Background: an optimization exercise with open tools, aiming at small area, a short achievable clock period and few clock cycles per item. Do not read the settings as production practice. At most, simulation tests tie the RTL to the original design; equivalence was not proved. For run 6, only the layout was checked, not whether the RTL still works.

## flow/design.v (module list and top-level ports; edited modules follow where they fit)
// module spuc_mul53: 2990 lines
// module spuc_fmul_a: 58 lines
// module spuc_fmul_b: 35 lines
// module spuc_fadd: 63 lines
// module spuc_add: 25 lines
// module spuc_lzc64: 40 lines
// module spuc_addbk: 32 lines
// module spuc_correlator: 103 lines
module spuc_correlator (
    input  wire        clk,
    input  wire        rst,
    input  wire        in_valid,
    output reg         in_ready,
    input  wire [63:0] in_ref,
    input  wire [63:0] in_x,
    input  wire        in_neg,
    input  wire        in_last,
    output reg         out_valid,
    input  wire        out_ready,
    output reg  [63:0] out_corr,
    output reg         out_bit
);
  // ...
==> flow/flow/run.sh <==
#!/bin/bash
# Standard synthesis and layout (the standard.sh, step by step), with two
# changes to how the layout is made; the clock, the constraints and all flow
# scripts are unchanged:
# - the port buffers that the placement step inserts are buf_4 cells;
# - the timing repair steps over-fix setup: they keep working on a path
#   until it has SETUP_SLACK_MARGIN ns of slack at the design's period.
# Each step's output goes to its own log file here.
set -euo pipefail
export SETUP_SLACK_MARGIN=51.6
export BUFFER_PORTS_ARGS="-buffer_cell sky130_fd_sc_hd__buf_4"
bash standard.sh synth > synth.log 2>&1
bash standard.sh floorplan > floorplan.log 2>&1
bash standard.sh place > place.log 2>&1
bash standard.sh cts > cts.log 2>&1
bash standard.sh route > route.log 2>&1
bash standard.sh finish > finish.log 2>&1
==> flow/standard.sh <==
#!/bin/bash
# synth_recipe.tcl (not shown) runs the flow's synth.tcl, then flattens the netlist and writes it again
# the make line also repeats each setting of config.mk as NAME=value (left out here)
make -C /OpenROAD-flow-scripts/flow DESIGN_CONFIG=/design/flow/config.mk WORK_HOME=/design/flow/orfs CLKGATE_MAP_FILE= SYNTH_SCRIPT=/design/flow/synth_recipe.tcl "${@:-finish}"
==> flow/config.mk <==
export PLATFORM = sky130hd
export DESIGN_NAME = spuc_correlator
export DESIGN_NICKNAME = spuc_correlator
export VERILOG_FILES = /design/flow/design.v
export SDC_FILE = /design/flow/constraint.sdc
export NUM_CORES = 8
export LEC_CHECK = 0
export ABC_AREA = 1
export CAP_MARGIN = 10
export CELL_PAD_IN_SITES_DETAIL_PLACEMENT = 1
export CELL_PAD_IN_SITES_GLOBAL_PLACEMENT = 2
export CORE_MARGIN = 2
export CORE_UTILIZATION = 35
export CTS_CLUSTER_DIAMETER = 100
export CTS_CLUSTER_SIZE = 50
export PLACE_DENSITY = 0.5
export SLEW_MARGIN = 10
==> flow/constraint.sdc <==
create_clock -name core_clock -period 66.0 [get_ports {clk}]
set_input_delay 13.2000 -clock core_clock [delete_from_list [all_inputs] [get_ports {clk}]]
set_output_delay 13.2000 -clock core_clock [all_outputs]
set_load 0.01 [all_outputs]
==> flow_summary.json, run 1 <==
{
  "endpoint_kind": "output port",
  "holdPathEnd": "s1_last$_DFF_P_",
  "hold_violations": 0,
  "drc": 0,
  "preCtsSetupSlack_ps": 47400,
  "synthArstFlopShare_pct": 0,
  "root_buffer": "clkbuf_16",
  "hold_slack_ps": 341.5,
  "reg2reg_to": "r_prod[74]$_DFF_P_",
  "clock_area_share_pct": 1.669,
  "hold_buffers": 0,
  "cap_violations": 1,
  "antenna_cells": 56,
  "setup_viol": 0,
  "hold_path_depth": 0,
  "postSynthAreaPerCell_sq_um": 6.663,
  "dr_wl_met3_um": 72240,
  "finalMaxSlewViolations": 3,
  "die_w_um": 541.9,
  "crit_path_start_kind": "register",
  "synth_ff_type": "dfxtp_1",
  "antenna_found_initial": 48,
  "r2r-start": "s0_a[5]$_DFF_P_",
  "ios": 201,
  "top_layer": "met5",
  "min_from": "r_last$_DFF_P_",
  "wire_per_inst_um": 36.32,
  "yosysWarningCount": 8,
  "synth_area_leaders": "fa_1 18%, nand2_1 11%, xor2_1 9.6%",
  "track_usage_pct": 44.39,
  "synth_top_family_by_area": "adder cells",
  "syn_area_sq_mm": 0.1013,
  "run_status": "complete, but fails checks",
  "largest_reg_flops": 106,
  "ys_seq_elements": 464,
  "violations": "capacitance limit, slew limit",
  "die_y_um": 541.9,
  "finalClockSkew_ps": 84.10,
  "syn_inst": 15200,
  "synth-edff-count": 0,
  "cpMaxStageDelayCell": "dfxtp_2",
  "synth-simple-area-share_pct": 21.47
}
Testbench counts, summed over its fixed seeds: cycles 17,833, items 17,761.
==> run 2, diff against run 1 <==
--- a/flow/config.mk
+++ b/flow/config.mk
@@ -7,11 +7,9 @@
 export LEC_CHECK = 0
 export ABC_AREA = 1
-export CAP_MARGIN = 10
+export CAP_MARGIN = 20
 export CELL_PAD_IN_SITES_DETAIL_PLACEMENT = 1
 export CELL_PAD_IN_SITES_GLOBAL_PLACEMENT = 2
 export CORE_MARGIN = 2
 export CORE_UTILIZATION = 35
-export CTS_CLUSTER_DIAMETER = 100
-export CTS_CLUSTER_SIZE = 50
 export PLACE_DENSITY = 0.5
-export SLEW_MARGIN = 10
+export SLEW_MARGIN = 20
==> run 2 against run 1 <==
  * Now clean on timing, DRC and antenna
  * Register-to-register slack better by 180 ps
  * Non-clock buffer count up 4
  * Cell area up 0.40%
  * Largest cell class unchanged
  * Die area unchanged
  * Via count down 0.28%
==> flow_summary.json, run 2 <==
{
  "run_status": "finished clean",
  "yosysTopAreaCell": "fa_1",
  "yosys-top-cells-count": "2998 x nand2_1, 2080 x inv_1, 1346 x o21ai_0, 1109 x xor2_1, 973 x clkbuf_1",
  "min_from": "r_last$_DFF_P_",
  "synth_ff_type": "dfxtp_1",
  "synthMuxAreaShare_pct": 0.7315,
  "endpoint_kind": "output port",
  "area_delta_synth_final_pct": 10.22,
  "r2r_cells": 64,
  "synth_seq_area_share_pct": 9.174,
  "hold_path_depth": 0,
  "syn_inst": 15200,
  "synth-edff-count": 0,
  "root_buffer": "clkbuf_16",
  "vias": 119500,
  "antenna_found_initial": 63,
  "first_pass_iters": 9,
  "synth_nets": 16770,
  "max_freq_mhz": 69.13,
  "synth_xor_area_share_pct": 9.972,
  "rows": 197,
  "synth_fa_ha_area_share_pct": 24.44,
  "rsz0062_at_grt": "true",
  "final_common_cell": "nand2_1",
  "crit_path_start_kind": "register",
  "hold_path.class": "reg2reg",
  "finalMaxSlewViolations": 0,
  "clock_path_buffers": 3,
  "via_per_inst": 6.413,
  "hold_slack_ps": 327.9,
  "ys_seq_elements": 464,
  "initial_core_util_pct": 35.17,
  "grt_max_degree": 128,
  "dieArea_sq_mm": 0.2936,
  "cts_buffers": 61,
  "die_w_um": 541.9,
  "ys_types": 75,
  "setup_viol": 0,
  "gp_congestion": 1.027,
  "synthArstFlopShare_pct": 0,
  "slew-limit-headroom_pct": 13.67,
  "synth_area_leaders": "fa_1 18%, nand2_1 11%, xor2_1 9.6%",
  "numClockSinks": 464,
  "largest_reg_flops": 106,
  "final_cell_mix": "2966 x nand2_1, 2050 x inv_1, 1282 x o21ai_0",
  "syn_area_sq_mm": 0.1013,
  "grt_overflow": 0,
  "cap_violations": 0,
  "drt-initial-drc-count": 14370,
  "worstPathRequired_ps": 52800,
  "core_sq_mm": 0.2879,
  "top_register": "r_prod",
  "synth.most_common_cell": "nand2_1",
  "period_share_pct": 21.92,
  "fillers": 36310,
  "multi_input_area_sq_mm": 0.08067,
  "reg2reg_to": "r_prod[102]$_DFF_P_",
  "finalClockSkew_ps": 80.78,
  "grt_pass1_wl_um": 936400,
  "wire_per_inst_um": 36.30,
  "crit_arrival_ps": 1270,
  "cp_cell_sequence": "buf_6",
  "drive_above_1_share_pct": 9.184,
  "yosysWarningCount": 8,
  "setup_ws_ps": 51530,
  "hpwl_um": 492700,
  "path_buf_inv": 1,
  "synth-simple-area-share_pct": 21.47,
  "cts_tree": "done",
  "track_usage_pct": 44.48,
  "h-tree-depth": 2,
  "setup_tns_ps": 0,
  "clock_latency_ps": 860,
  "path_clk_slew_ps": 60,
  "synth_top_family_by_area": "adder cells",
  "routed_wl_um": 676600,
  "path_delay_family": "flip-flops",
  "slowest_delay_ps": 350,
  "port_buffers": 200,
  "postSynthAreaPerCell_sq_um": 6.663,
  "regToRegSetupSlack_ps": 52040,
  "holdPathEnd": "s1_last$_DFF_P_",
  "r2r-start": "s0_a[2]$_DFF_P_",
  "cpMaxStageDelayCell": "dfxtp_2",
  "synth.top_cell.area_share_pct": 17.69,
  "preCtsSetupSlack_ps": 47340,
  "die_y_um": 541.9,
  "hold_violations": 0,
  "cp_max_fo": 2,
  "hold_buffers": 0,
  "ios": 201,
  "ant_nets": 0,
  "path_class": "reg2out",
  "post-route-min-period_ps": 14470,
  "drc": 0,
  "synth_compound_area_share_pct": 21.44,
  "worst_pin_slew_ps": 1293,
  "nNetsFinal": 16330,
  "seqCellArea_sq_mm": 0.009439,
  "grt_pass1_vias": 120900
}
run 2: cell count changes in the layout (fill, tap and decap cells not counted), sizes merged:
cell	previous run	this run
inv	2114	2109
buf	699	701
bufinv	0	4
clkinv	52	51
diode	56	47
clkinvlp	5	10
bufbuf	6	4
clkbuf	49	89
run 2: worst max-delay path by stage:
| stage | depth (start not counted) | from | endpoint | slack [ps] |
|---|---|---|---|---|
| floorplan | 6 | rst | out_corr[56]$_SDFFE_PP0P_ | 51830 |
| global placement | 90 | s1_v$_DFF_P_ | acc[42]$_SDFF_PP0_ | 47870 |
| detailed placement | 88 | s1_v$_DFF_P_ | acc[57]$_SDFF_PP1_ | 47340 |
| CTS | 1 | out_corr[32]$_SDFFE_PP0P_ | out_corr[32] | 51500 |
| global route | 1 | out_valid$_SDFF_PP0_ | out_valid | 51510 |
| finish | 1 | out_corr[36]$_SDFFE_PP0P_ | out_corr[36] | 51530 |
run 2: repair_timing:
item	CTS	global route
buffers inserted	29	43
pin swaps	16	50
gates cloned	11	14
resized for setup	285	208
endpoints found under the setup margin	179	170
run 2: logic make-up after synthesis:
group | count (synthesis)
AO/OA/AOI/OAI | 3568
XOR/XNOR | 1152
adder cells (fa/ha/maj) | 1442
buffers and inverters | 3364
flip-flops | 464
multiplexers | 74
AND/OR/NAND/NOR | 5132
run 2: area by class of cell:
| type | instances | area share, % |
|---|---|---|
| Antenna cell | 47 | 0.1054 |
| Clock buffer | 78 | 1.534 |
| Clock inverter | 36 | 0.3823 |
| Inverter | 2135 | 7.284 |
| Multi-Input combinational cell | 11380 | 72.28 |
| Sequential cell | 464 | 8.458 |
| Tap cell | 3781 | 4.239 |
| Timing Repair Buffer | 716 | 5.695 |
| Timing Repair inverter | 3 | 0.02242 |
run 2: per-stage QoR:
step | area, sq um | cells | util [%]
after floorplan | 101300 | 15200 | -
after global placement | 106400 | 18370 | 36.97
after detailed placement | 106500 | 18370 | 36.98
after CTS | 110000 | 18530 | 38.19
after global routing | 111500 | 18600 | 38.73
final | 111600 | 18640 | 38.77
run 2: layer usage:
metal	share of wire [%]	track usage, %
met5	0.073	0.4439
met4	10	37.76
met3	11	14.94
met2	43	68.05
met1	36	49.73
==> run 3, diff against run 2 <==
--- a/flow/config.mk
+++ b/flow/config.mk
@@ -12,4 +12,6 @@
 export CORE_MARGIN = 2
 export CORE_UTILIZATION = 35
+export CTS_CLUSTER_DIAMETER = 80
+export CTS_CLUSTER_SIZE = 40
 export PLACE_DENSITY = 0.5
 export SLEW_MARGIN = 20
==> run 3 against run 2 <==
  * Clock skew is 8.0 ps higher
  * Global-route usage is 0.064 points higher
  * Sequential share of layout area hardly changed
  * Area after synthesis stayed put
  * Wire length is 0.11% lower
  * First-iteration DRC count is 2.2% lower
  * Cell count is 0.13% lower
  * Critical path type unchanged
  * Critical endpoint unchanged
  * Largest cell class unchanged
==> flow_summary.json, run 3 <==
{
  "finish.utilization_pct": 38.71,
  "drt-initial-drc-count": 14050,
  "yosysTopAreaCell": "fa_1",
  "slowest_delay_ps": 360,
  "endpoint_kind": "output port",
  "cap_violations": 0,
  "ios": 201,
  "cp_max_fo": 2,
  "clock_latency_ps": 820,
  "synth_seq_area_share_pct": 9.174,
  "r2r-start": "s0_a[5]$_DFF_P_",
  "yosysWarningCount": 8,
  "crit_path_end": "out_corr[36]",
  "h-tree-depth": 2,
  "path_buf_inv": 1,
  "cp-startpoint": "out_corr[36]$_SDFFE_PP0P_",
  "synth.most_common_cell": "nand2_1",
  "root_buffer": "clkbuf_16",
  "synthArstFlopShare_pct": 0,
  "max_freq_mhz": 69.17,
  "final_cell_mix": "2969 x nand2_1, 2049 x inv_1, 1281 x o21ai_0",
  "path_clk_slew_ps": 100,
  "worstSetupPathDepth": 1,
  "syn_inst": 15200,
  "antenna_found_initial": 61,
  "grt_max_degree": 128,
  "clock_path_buffers": 3,
  "setup_tns_ps": 0,
  "ys_types": 75,
  "path_class": "reg2out",
  "grt_pass1_wl_um": 936700,
  "worst_pin_slew_ps": 1371,
  "first_pass_iters": 9,
  "reg2reg_to": "r_prod[100]$_DFF_P_",
  "rsz0062_at_grt": "true",
  "nNetsFinal": 16310,
  "numClockSinks": 464,
  "crit_path_start_kind": "register",
  "cpMaxStageDelayCell": "dfxtp_2",
  "initial_core_util_pct": 35.17,
  "yosys-top-cells-count": "2998 x nand2_1, 2080 x inv_1, 1346 x o21ai_0, 1109 x xor2_1, 973 x clkbuf_1",
  "postSynthAreaPerCell_sq_um": 6.663,
  "hold_violations": 0,
  "synth-edff-count": 0,
  "top_layer": "met5",
  "dieArea_sq_mm": 0.2936,
  "area_delta_synth_final_pct": 10.05,
  "wl_met2_um": 292900,
  "synth_ff_type": "dfxtp_1",
  "dr_wl_met3_um": 71950,
  "hold_path.class": "reg2reg",
  "ys_seq_elements": 464,
  "grt_overflow": 0,
  "r2r_cells": 60,
  "post-route-min-period_ps": 14460,
  "drc": 0,
  "final_cell_area_sq_mm": 0.1114,
  "path_delay_family": "flip-flops",
  "vias": 119700,
  "finalClockSkew_ps": 88.78,
  "via_per_inst": 6.430,
  "die_y_um": 541.9,
  "wire_per_inst_um": 36.31,
  "syn_area_sq_mm": 0.1013,
  "synth_area_leaders": "fa_1 18%, nand2_1 11%, xor2_1 9.6%",
  "core_sq_mm": 0.2879,
  "cts_tree": "done",
  "worstPathRequired_ps": 52800,
  "final_common_cell": "nand2_1",
  "ant_nets": 0,
  "crit_arrival_ps": 1260,
  "finalMaxSlewViolations": 0,
  "regToRegSetupSlack_ps": 51930,
  "die_w_um": 541.9,
  "period_share_pct": 21.91,
  "synth.top_cell.area_share_pct": 17.69,
  "hpwl_um": 492700,
  "synth_nets": 16770,
  "port_buffers": 200,
  "dpl_cell_area_sq_mm": 0.1065,
  "slew-limit-headroom_pct": 8.589,
  "gp_congestion": 1.027,
  "grt_pass1_vias": 120600,
  "drive_above_1_share_pct": 9.016,
  "track_usage_pct": 44.55,
  "top_register": "r_prod",
  "cp_cell_sequence": "buf_6",
  "cts_buffers": 47,
  "largest_reg_flops": 106,
  "drt-met1-wl_um": 241300,
  "run_status": "finished clean",
  "routed_wl_um": 675800,
  "setup_viol": 0,
  "rows": 197
}
## run 3: changes by cell type in the layout (fill, tap and decap cells not counted), sizes merged, moves of 2 or more
cell      before   now
buf          701   692
bufbuf         4     7
bufinv         4     2
clkbuf        89    55
clkinvlp      10     5
diode         47    58
inv         2109  2119
## run 3: timing repair
item                       in CTS  in global routing
setup endpoints to repair     181                170
buffers inserted               26                 35
gates resized for setup       291                197
cloned                         14                 12
pin swaps                      18                 38
hold buffers                    0                  0
## run 3: logic make-up (layout without fill, tap and decap cells)
group / count (synthesis) / after routing / synth area share [%]
adders and majority gates: 1442 / 1442 / 24.44
and+or+nand+nor: 5132 / 5141 / 21.47
muxes: 74 / 74 / 0.7315
xor gates and xnor gates: 1152 / 1152 / 9.972
other: 0 / 58 / 0
DFF: 464 / 464 / 9.174
AOI/OAI and AO/OA: 3568 / 3568 / 21.44
buffers and inverters: 3364 / 2932 / 12.77
## run 3: how the worst min path moves through the flow
stage,startpoint,end,depth (start not counted)
2_1_floorplan,s0_last$_DFF_P_,r_last$_DFF_P_,0
3_3_place_gp,s0_last$_DFF_P_,r_last$_DFF_P_,0
3_5_place_dp,s0_last$_DFF_P_,r_last$_DFF_P_,0
4_1_cts,r_last$_DFF_P_,s1_last$_DFF_P_,0
5_1_grt,r_last$_DFF_P_,s1_last$_DFF_P_,0
6_report,r_last$_DFF_P_,s1_last$_DFF_P_,0
## run 3: per-layer routing
metal  up-vias  global-route usage, %
met5         -                 0.9042
met4        60                  37.18
met3      2910                  15.38
met2      8086                  68.40
met1     59240                  49.54
li1      49380                      -
## run 3: layout make-up
class	count	area, sq um
multi-input combinational	11380	80660
clock inverter	40	828.3
inverter	2135	8130
tap	3781	4731
timing repair inverter	3	25.02
fill	36310	176500
clock buffer	48	1190
sequential	464	9443
antenna	58	145.1
timing repair buffer	706	6277
## run 3: per-stage QoR
stage | std cells | worst slack [ps] | hold WS (ps)
after floorplan | 15200 | 51830 | 309.6
after global placement | 18370 | 47870 | 319.0
after detailed placement | 18370 | 47340 | 315.4
after CTS | 18500 | 51490 | 340.7
after global routing | 18560 | 51500 | 356.3
final | 18610 | 51540 | 338.5
==> run 4, diff against run 3 <==
--- a/flow/flow/run.sh
+++ b/flow/flow/run.sh
@@ -8,5 +8,5 @@
 # Each step's output goes to its own log file here.
 set -euo pipefail
-export SETUP_SLACK_MARGIN=51.6
+export SETUP_SLACK_MARGIN=51.45
 export BUFFER_PORTS_ARGS="-buffer_cell sky130_fd_sc_hd__buf_4"
 bash standard.sh synth > synth.log 2>&1
--- a/flow/config.mk
+++ b/flow/config.mk
@@ -12,6 +12,4 @@
 export CORE_MARGIN = 2
 export CORE_UTILIZATION = 35
-export CTS_CLUSTER_DIAMETER = 80
-export CTS_CLUSTER_SIZE = 40
 export PLACE_DENSITY = 0.5
 export SLEW_MARGIN = 20
==> run 4 against run 3 <==
  * Non-clock buffer count stayed put
  * Die area unchanged
  * Still clean on timing, DRC and antenna
  * Critical path type unchanged
  * Sequential cell count stayed put
  * Worst setup slack worse by 48 ps
==> flow_summary.json, run 4 <==
{
  "synth_nets": 16770,
  "yosysTopAreaCell": "fa_1",
  "fillers": 36420,
  "die_y_um": 541.9,
  "top_register": "r_prod",
  "crit_path_start_kind": "register",
  "drt-initial-drc-count": 14210,
  "reg2reg_to": "r_prod[100]$_DFF_P_",
  "crit_path_end": "out_valid",
  "synth-edff-count": 0,
  "setup_viol": 0,
  "die_w_um": 541.9,
  "syn_area_sq_mm": 0.1013,
  "port_buffers": 200,
  "final_common_cell": "nand2_1",
  "antenna_found_initial": 66,
  "wire_per_inst_um": 36.27,
  "rsz0062_at_grt": "false",
  "slew-limit-headroom_pct": 13.89,
  "core_sq_mm": 0.2879,
  "yosys-top-cells-count": "2998 x nand2_1, 2080 x inv_1, 1346 x o21ai_0, 1109 x xor2_1, 973 x clkbuf_1",
  "preCtsSetupSlack_ps": 47340,
  "hold_buffers": 0,
  "via_per_inst": 6.427,
  "path_buf_inv": 1,
  "crit_arrival_ps": 1310,
  "regToRegSetupSlack_ps": 51960,
  "cts_tree": "done",
  "syn_inst": 15200,
  "synth.top_cell.area_share_pct": 17.69,
  "vias": 119700,
  "numClockSinks": 464,
  "hold_path.class": "reg2reg",
  "cp-startpoint": "out_valid$_SDFF_PP0_",
  "cap_violations": 0,
  "path_delay_family": "flip-flops",
  "placedCellCount": 18370,
  "path_class": "reg2out",
  "gp_congestion": 1.027,
  "synth.most_common_cell": "nand2_1",
  "final_cell_mix": "2973 x nand2_1, 2049 x inv_1, 1283 x o21ai_0",
  "layoutNonFillerInstCount": 18620,
  "hold_violations": 0,
  "cts_buffers": 61,
  "initial_core_util_pct": 35.17,
  "period_share_pct": 21.98,
  "ys_seq_elements": 464,
  "worstPathRequired_ps": 52800,
  "r2r_cells": 59,
  "finalMaxSlewViolations": 0,
  "nNetsFinal": 16320,
  "setup_tns_ps": 0,
  "grt_pass1_wl_um": 935100,
  "grt_max_degree": 128,
  "ys_types": 75,
  "synth_area_leaders": "fa_1 18%, nand2_1 11%, xor2_1 9.6%",
  "hold_path_depth": 0,
  "dpl_cell_area_sq_mm": 0.1065,
  "postSynthAreaPerCell_sq_um": 6.663,
  "ant_nets": 0,
  "drive_above_1_share_pct": 8.555,
  "largest_reg_flops": 106,
  "routed_wl_um": 675300,
  "grt_overflow": 0,
  "max_freq_mhz": 68.94,
  "worstSetupPathDepth": 1,
  "clock_path_buffers": 3,
  "area_delta_synth_final_pct": 9.609,
  "ios": 201,
  "rows": 197,
  "clock_latency_ps": 840,
  "root_buffer": "clkbuf_16",
  "slowest_delay_ps": 360,
  "finalClockSkew_ps": 60.53,
  "grt_pass1_vias": 120800,
  "drc": 0,
  "first_pass_iters": 8,
  "dieArea_sq_mm": 0.2936,
  "endpoint_kind": "output port",
  "yosysWarningCount": 8,
  "synth_seq_area_share_pct": 9.174,
  "hpwl_um": 492700,
  "synthArstFlopShare_pct": 0,
  "setup_ws_ps": 51490,
  "final_cell_area_sq_mm": 0.1110,
  "h-tree-depth": 2,
  "worst_pin_slew_ps": 1280,
  "r2r-start": "s0_a[2]$_DFF_P_",
  "cpMaxStageDelayCell": "dfxtp_4",
  "path_clk_slew_ps": 60,
  "cp_cell_sequence": "buf_4",
  "synth_ff_type": "dfxtp_1",
  "run_status": "finished clean",
  "post-route-min-period_ps": 14510,
  "cp_max_fo": 5,
  "track_usage_pct": 44.42
}
-- run 4: worst min-delay path by stage --
stage / startpoint / endpoint / slack [ps]
floorplan: s0_last$_DFF_P_ / r_last$_DFF_P_ / 310
global placement: s0_last$_DFF_P_ / r_last$_DFF_P_ / 320
detailed placement: s0_last$_DFF_P_ / r_last$_DFF_P_ / 320
CTS: r_last$_DFF_P_ / s1_last$_DFF_P_ / 330
global route: r_last$_DFF_P_ / s1_last$_DFF_P_ / 350
finish: r_last$_DFF_P_ / s1_last$_DFF_P_ / 330
-- run 4: cells by family (layout without fill, tap and decap cells) --
kind of cell / count (synthesis) / in the layout / share of synthesized area [%]
adder cells (fa/ha/maj): 1442 / 1442 / 24.44
flip-flops: 464 / 464 / 9.174
buffers and inverters: 3364 / 2958 / 12.77
XOR/XNOR: 1152 / 1152 / 9.972
other: 0 / 39 / 0
multiplexers: 74 / 74 / 0.7315
AO/OA/AOI/OAI: 3568 / 3568 / 21.44
AND/OR/NAND/NOR: 5132 / 5140 / 21.47
-- run 4: routing by layer --
metal  wire [um]  vias to the layer above  global-route usage, %  share of wire [%]
met4       70090                       66                  37.43                 10
met2      290700                     8061                  68.12                 43
met1      240900                    59240                  49.69                 36
met5         524                        -                 0.2795              0.078
li1            -                    49420                      -                  -
met3       73120                     2878                  14.87                 11
-- run 4: layout make-up --
type | instances | area [sq um] | share of cell area (%)
Multi-Input combinational cell | 11380 | 80590 | 72.61
Sequential cell | 464 | 9356 | 8.430
Inverter | 2135 | 8129 | 7.324
Timing Repair Buffer | 706 | 5917 | 5.331
Tap cell | 3781 | 4731 | 4.263
Clock buffer | 78 | 1712 | 1.542
Clock inverter | 36 | 426.7 | 0.3844
Antenna cell | 39 | 97.59 | 0.08793
Timing Repair inverter | 3 | 25.02 | 0.02255
-- run 4: repair_timing --
item,in CTS,in global routing
setup endpoints to repair,112,103
pin swaps,14,43
resized for setup,148,178
gates cloned,10,13
setup buffers,22,44
-- run 4: stage by stage --
| stage | hold WS [ps] | utilization (%) |
|---|---|---|
| global placement | 319.0 | 36.97 |
| global route | 347.2 | 38.52 |
| floorplan | 309.6 | - |
| finish | 327.8 | 38.55 |
| CTS | 329.9 | 38.04 |
| detailed placement | 315.4 | 36.98 |
==> run 5, diff against run 4 <==
--- a/flow/config.mk
+++ b/flow/config.mk
@@ -12,4 +12,6 @@
 export CORE_MARGIN = 2
 export CORE_UTILIZATION = 35
+export CTS_CLUSTER_DIAMETER = 80
+export CTS_CLUSTER_SIZE = 40
 export PLACE_DENSITY = 0.5
 export SLEW_MARGIN = 20
==> run 5 against run 4 <==
  * Sequential cell count unchanged
  * Sequential share of layout area about the same
==> flow_summary.json, run 5 <==
{
  "drt-initial-drc-count": 14350,
  "worstPathRequired_ps": 52800,
  "first_pass_iters": 9,
  "period_share_pct": 21.99,
  "synth_nets": 16770,
  "numClockSinks": 464,
  "final_common_cell": "nand2_1",
  "top_register": "r_prod",
  "die_w_um": 541.9,
  "path_delay_family": "flip-flops",
  "cpMaxStageDelayCell": "dfxtp_1",
  "path_buf_inv": 1,
  "hold_path.class": "reg2reg",
  "synth_area_leaders": "fa_1 18%, nand2_1 11%, xor2_1 9.6%",
  "grt_pass1_vias": 120600,
  "die_y_um": 541.9,
  "cts_buffers": 47,
  "wire_per_inst_um": 36.35,
  "nNetsFinal": 16310,
  "synth.most_common_cell": "nand2_1",
  "track_usage_pct": 44.49,
  "core_sq_mm": 0.2879,
  "crit_arrival_ps": 1310,
  "yosysTopAreaCell": "fa_1",
  "gp_congestion": 1.027,
  "endpoint_kind": "output port",
  "run_status": "finished clean",
  "root_buffer": "clkbuf_16",
  "cp_max_fo": 2,
  "finalMaxSlewViolations": 0,
  "antenna_found_initial": 62,
  "yosysWarningCount": 8,
  "ant_nets": 0,
  "area_delta_synth_final_pct": 9.603,
  "drive_above_1_share_pct": 8.501,
  "worst_pin_slew_ps": 1310,
  "grt_overflow": 0,
  "postSynthAreaPerCell_sq_um": 6.663,
  "clock_path_buffers": 3,
  "dieArea_sq_mm": 0.2936,
  "setup_viol": 0,
  "vias": 119800,
  "via_per_inst": 6.434,
  "placedCellCount": 18370,
  "synth-edff-count": 0,
  "preCtsSetupSlack_ps": 47340,
  "post-route-min-period_ps": 14510,
  "final_cell_mix": "2971 x nand2_1, 2050 x inv_1, 1282 x o21ai_0",
  "cp_cell_sequence": "buf_4",
  "grt_max_degree": 128,
  "synth_seq_area_share_pct": 9.174,
  "ys_seq_elements": 464,
  "path_class": "reg2out",
  "h-tree-depth": 2,
  "yosys-top-cells-count": "2998 x nand2_1, 2080 x inv_1, 1346 x o21ai_0, 1109 x xor2_1, 973 x clkbuf_1",
  "port_buffers": 200,
  "synthArstFlopShare_pct": 0,
  "synth.top_cell.area_share_pct": 17.69,
  "setup_ws_ps": 51490,
  "setup_tns_ps": 0,
  "layoutNonFillerInstCount": 18610,
  "slew-limit-headroom_pct": 12.08,
  "synth_ff_type": "dfxtp_1",
  "rsz0062_at_grt": "false",
  "rows": 197,
  "hold_violations": 0,
  "ys_types": 75,
  "largest_reg_flops": 106,
  "finalClockSkew_ps": 96.13,
  "path_clk_slew_ps": 100,
  "max_freq_mhz": 68.91,
  "syn_area_sq_mm": 0.1013,
  "cts_tree": "done",
  "routed_wl_um": 676600,
  "drc": 0,
  "initial_core_util_pct": 35.17,
  "slowest_delay_ps": 370,
  "grt_pass1_wl_um": 935500,
  "cap_violations": 0,
  "hpwl_um": 492700,
  "syn_inst": 15200,
  "ios": 201,
  "crit_path_start_kind": "register",
  "clock_latency_ps": 830
}
## run 5: cell counts after synthesis
No cell type changed its count.
## run 5: through the flow
| stage | utilization, % | hold WS, ps | area [sq um] |
|---|---|---|---|
| 2_1_floorplan | - | 309.6 | 101300 |
| 3_3_place_gp | 36.97 | 319.0 | 106400 |
| 3_5_place_dp | 36.98 | 315.4 | 106500 |
| 4_1_cts | 37.99 | 340.7 | 109400 |
| 5_1_grt | 38.50 | 356.3 | 110900 |
| 6_report | 38.55 | 337.5 | 111000 |
## run 5: worst paths after layout
check | start | endpoint | slack (ps) | cells past startpoint
min | r_last$_DFF_P_ | s1_last$_DFF_P_ | 340 | 0
max | out_corr[36]$_SDFFE_PP0P_ | out_corr[36] | 51490 | 1
min reg2reg | r_last$_DFF_P_ | s1_last$_DFF_P_ | 340 | 0
max reg2reg | s0_a[2]$_DFF_P_ | r_prod[102]$_DFF_P_ | 51860 | 61
## run 5: cell type report
class	instances	area, sq um
inverter	2135	8125
fill	36410	176900
sequential	464	9364
clock buffer	48	1190
clock inverter	40	828.3
timing repair buffer	709	5982
antenna	58	145.1
timing repair inverter	2	16.27
multi-input combinational	11380	80600
tap	3781	4731
## run 5: cells by family after synthesis
| family | Yosys count | synth area share [%] |
|---|---|---|
| DFF | 464 | 9.174 |
| muxes | 74 | 0.7315 |
| adders and majority gates | 1442 | 24.44 |
| and+or+nand+nor | 5132 | 21.47 |
| buffers and inverters | 3364 | 12.77 |
| xor gates and xnor gates | 1152 | 9.972 |
| AOI/OAI and AO/OA | 3568 | 21.44 |
## run 5: metal layers
layer | up-vias | track usage, % | share of wire (%)
met5 | - | 1.184 | 0.15
met4 | 66 | 36.74 | 10
met3 | 2923 | 15.50 | 11
met2 | 7986 | 68.28 | 43
met1 | 59380 | 49.55 | 36
li1 | 49400 | - | -
## run 5: what timing repair did
item	in CTS	in global routing
resized for setup	150	186
cloned	9	14
pin swaps	15	35
buffers inserted	20	44
setup endpoints to repair	113	106
hold buffers	0	0
==> module spuc_fmul_b, before the edit <==
module spuc_fmul_b (
    input  wire [105:0] prod,
    input  wire         sy,
    input  wire [1:0]   cls,
    input  wire         uf,
    input  wire [6:0]   l0,
    input  wire         st0,
    input  wire [10:0]  ef,
    input  wire         ovf0,
    input  wire         ovf1,
    output reg  [63:0]  y
);
    wire [106:0] pw  = {prod, 1'b0} >> l0;
    wire [54:0]  w   = pw[54:0];
    wire         sh1 = !uf & w[54];
    wire [52:0]  mant = sh1 ? w[54:2] : w[53:1];
    wire         g    = sh1 ? w[1] : w[0];
    wire         st   = st0 | (sh1 & w[0]);
    wire         rnd  = g & (st | mant[0]);
    wire         ovf  = !uf & (sh1 ? ovf1 : ovf0);
    wire [10:0]  e1   = ef + {10'd0, sh1};
    wire [62:0]  pk   = uf ? {10'd0, mant} : {e1, mant[51:0]};
    wire [62:0]  res;
    wire         res_co;
    spuc_add #(63) u_rnd (.a(pk), .b(63'd0), .ci(rnd), .s(res), .co(res_co));
    wire r_nan  = (cls == 2'd3);
    wire r_inf  = (cls == 2'd2) || (cls == 2'd0 && ovf);
    wire r_zero = (cls == 2'd1);
    always @* begin
        y[63]    = !r_nan && sy;
        y[62:52] = (r_nan || r_inf) ? 11'h7FF : r_zero ? 11'd0 : res[62:52];
        y[51]    = r_nan || (!r_inf && !r_zero && res[51]);
        y[50:0]  = (r_nan || r_inf || r_zero) ? 51'd0 : res[50:0];
    end
endmodule
==> run 6, diff against run 5 <==
--- a/flow/design.v
+++ b/flow/design.v
@@ -3071,5 +3071,5 @@
     wire [62:0]  res;
     wire         res_co;
-    spuc_add #(63) u_rnd (.a(pk), .b(63'd0), .ci(rnd), .s(res), .co(res_co));
+    spuc_addbk #(63) u_rnd (.a(pk), .b(63'd0), .ci(rnd), .s(res), .co(res_co));
     wire r_nan  = (cls == 2'd3);
     wire r_inf  = (cls == 2'd2) || (cls == 2'd0 && ovf);
==> run 6 against run 5 <==
  * Still clean on timing, DRC and antenna
  * Cell area grew 0.79%
  * Cell count grew 1.3%
  * Synthesized cell count grew 0.86%
  * Critical path depth is the same
  * Hold slack lost 3.1 ps
  * Register-to-register slack is essentially flat
  * Via count shrank 0.76%
  * Sequential share of layout area is essentially flat
  * Count of clock-buffer cells in the layout grew 8
  * Global-route usage shrank 1.0 points
  * Critical endpoint is now out_corr[12]
  * Largest cell class unchanged
==> flow_summary.json, run 6 <==
{
  "post-route-min-period_ps": 14500,
  "core_sq_mm": 0.2903,
  "first_pass_iters": 9,
  "endpoint_kind": "output port",
  "setup_tns_ps": 0,
  "ios": 201,
  "run_status": "finished clean",
  "drt-initial-drc-count": 13910,
  "synth.top_cell.area_share_pct": 17.59,
  "final_cell_area_sq_mm": 0.1119,
  "fillers": 36750,
  "synth_nets": 16920,
  "synth_ff_type": "dfxtp_1",
  "nNetsFinal": 16470,
  "hold_slack_ps": 334.4,
  "clock_path_buffers": 3,
  "final_common_cell": "nand2_1",
  "cts_tree": "done",
  "clock_latency_ps": 800,
  "die_w_um": 543.4,
  "grt_pass1_wl_um": 918400,
  "crit_path_start_kind": "register",
  "synth_seq_area_share_pct": 9.120,
  "top_register": "r_prod",
  "multi_input_area_sq_mm": 0.08114,
  "worstPathRequired_ps": 52800,
  "finalMaxSlewViolations": 0,
  "via_per_inst": 6.303,
  "cts_buffers": 55,
  "yosys-top-cells-count": "3516 x nand2_1, 2067 x inv_1, 1125 x xor2_1, 1021 x o21ai_0, 939 x clkbuf_1",
  "die_y_um": 543.4,
  "grt_pass1_vias": 118900,
  "slew-limit-headroom_pct": 15.06,
  "rows": 198,
  "synthArstFlopShare_pct": 0,
  "dieArea_sq_mm": 0.2953,
  "cp_max_fo": 2,
  "worst_pin_slew_ps": 1265,
  "routed_wl_um": 665000,
  "hold_path.class": "reg2reg",
  "synth_area_leaders": "fa_1 18%, nand2_1 13%, xor2_1 9.7%",
  "path_buf_inv": 1,
  "largest_reg_flops": 106,
  "cap_violations": 0,
  "drc": 0,
  "h-tree-depth": 2,
  "syn_inst": 15330,
  "max_freq_mhz": 68.95,
  "dpl_cell_area_sq_mm": 0.1073,
  "ys_seq_elements": 464,
  "hpwl_um": 495600,
  "slowest_delay_ps": 390,
  "numClockSinks": 464,
  "ys_types": 74,
  "synth.most_common_cell": "nand2_1",
  "grt_overflow": 0,
  "final_cell_mix": "3495 x nand2_1, 2039 x inv_1, 1106 x xor2_1",
  "vias": 118900,
  "crit_arrival_ps": 1300,
  "antenna_found_initial": 50,
  "wire_per_inst_um": 35.27,
  "path_class": "reg2out",
  "cpMaxStageDelayCell": "dfxtp_4",
  "area_delta_synth_final_pct": 9.820,
  "setup_viol": 0,
  "cp_cell_sequence": "buf_6",
  "rsz0062_at_grt": "true",
  "path_delay_family": "flip-flops",
  "finalClockSkew_ps": 91.80,
  "yosysTopAreaCell": "fa_1",
  "synth-edff-count": 0,
  "finish.utilization_pct": 38.52,
  "syn_area_sq_mm": 0.1018,
  "track_usage_pct": 43.50,
  "gp_congestion": 1.030,
  "yosysWarningCount": 9,
  "grt_max_degree": 109,
  "postSynthAreaPerCell_sq_um": 6.645,
  "hold_violations": 0,
  "path_clk_slew_ps": 80,
  "initial_core_util_pct": 35.08,
  "port_buffers": 200,
  "drive_above_1_share_pct": 8.415,
  "ant_nets": 0,
  "root_buffer": "clkbuf_16",
  "seqCellArea_sq_mm": 0.009395,
  "period_share_pct": 21.98
}
==> run 6: worst paths after layout <==
path	startpoint	end	slack [ps]	cells after the start
worst max-delay path	out_corr[12]$_SDFFE_PP0P_	out_corr[12]	51500	1
worst min-delay path	s0_last$_DFF_P_	r_last$_DFF_P_	330	0
worst max register to register	s0_a[6]$_DFF_P_	r_prod[101]$_DFF_P_	51860	69
worst min register to register	s0_last$_DFF_P_	r_last$_DFF_P_	330	0
==> run 6: final cells by class <==
cell class / instances / area share, %
timing repair buffer: 698 / 5.165
antenna: 42 / 0.09397
inverter: 2153 / 7.310
timing repair inverter: 1 / 0.007830
clock inverter: 46 / 0.8781
clock buffer: 56 / 1.243
tap: 3900 / 4.363
multi-input combinational: 11500 / 72.54
sequential: 464 / 8.400
==> run 6: layer usage <==
| layer | up-vias | routed length (um) | global-route usage (%) |
|---|---|---|---|
| li1 | 49580 | - | - |
| met1 | 58880 | 241400 | 49.20 |
| met2 | 7697 | 285300 | 66.94 |
| met3 | 2653 | 67880 | 13.35 |
| met4 | 34 | 70060 | 36.71 |
| met5 | - | 434 | 0.3571 |
==> run 6: cells by family (layout without fill, tap and decap cells) <==
kind of cell             count (synthesis)  in the layout  share of synthesized area [%]
AO/OA/AOI/OAI                         3129           3129                          19.58
adder cells (fa/ha/maj)               1468           1468                          24.62
XOR/XNOR                              1172           1172                          10.08
other                                    0             42                              0
multiplexers                            88             88                         0.8661
AND/OR/NAND/NOR                       5630           5638                          23.07
flip-flops                             464            464                          9.120
buffers and inverters                 3375           2954                          12.67
==> run 6: what timing repair did <==
item,CTS,global route
pin swaps,11,26
hold buffers,0,0
gates cloned,4,12
endpoints found under the hold margin,0,0
setup buffers,19,50
gates resized for setup,145,146
endpoints found under the setup margin,119,100
==> run 6: stage by stage <==
stage / cells / worst slack (ps)
4_1_cts: 18750 / 51390
3_5_place_dp: 18620 / 47420
5_1_grt: 18830 / 51170
2_1_floorplan: 15330 / 51830
3_3_place_gp: 18620 / 47190
6_report: 18860 / 51500

afterwards: timing with drivers on the ports:
How much do the figures lean on ideal ports? The routed layouts below were timed once more, with nothing changed but the port constraints.
Step 1, drivers: a clkbuf_16 drives clk and a buf_2 each remaining input, both assumed.
Step 2 adds t to the input delays and takes it off the output delays; t is the mean of the earliest and latest rising clock arrival at the registers after step 1. Input paths then give back, and output paths get back, about the clock's delay inside the block.
Slacks: no drivers / after step 1 / after step 2; pairs: no drivers / after step 1.
run	shift t [ns]	setup slack, ns	worst setup path at the end	worst slew at a driven data input, ns	pins driven straight from the clock port
run 1	0.897	51.516 / 51.391 / 51.602	input to register	0.11	1
run 2	0.935	51.534 / 51.414 / 51.527	input to register	0.11	1
run 3	0.893	51.542 / 51.421 / 51.601	input to register	0.10	1
run 4	0.928	51.494 / 51.374 / 51.553	input to register	0.11	1
run 5	0.904	51.489 / 51.371 / 51.586	input to register	0.10	1
run 6	0.897	51.496 / 51.373 / 51.265	input to register	0.08	1
The setup slack of run 6, which loses most, moves by -0.123 ns with the drivers and by -0.231 ns with both steps.
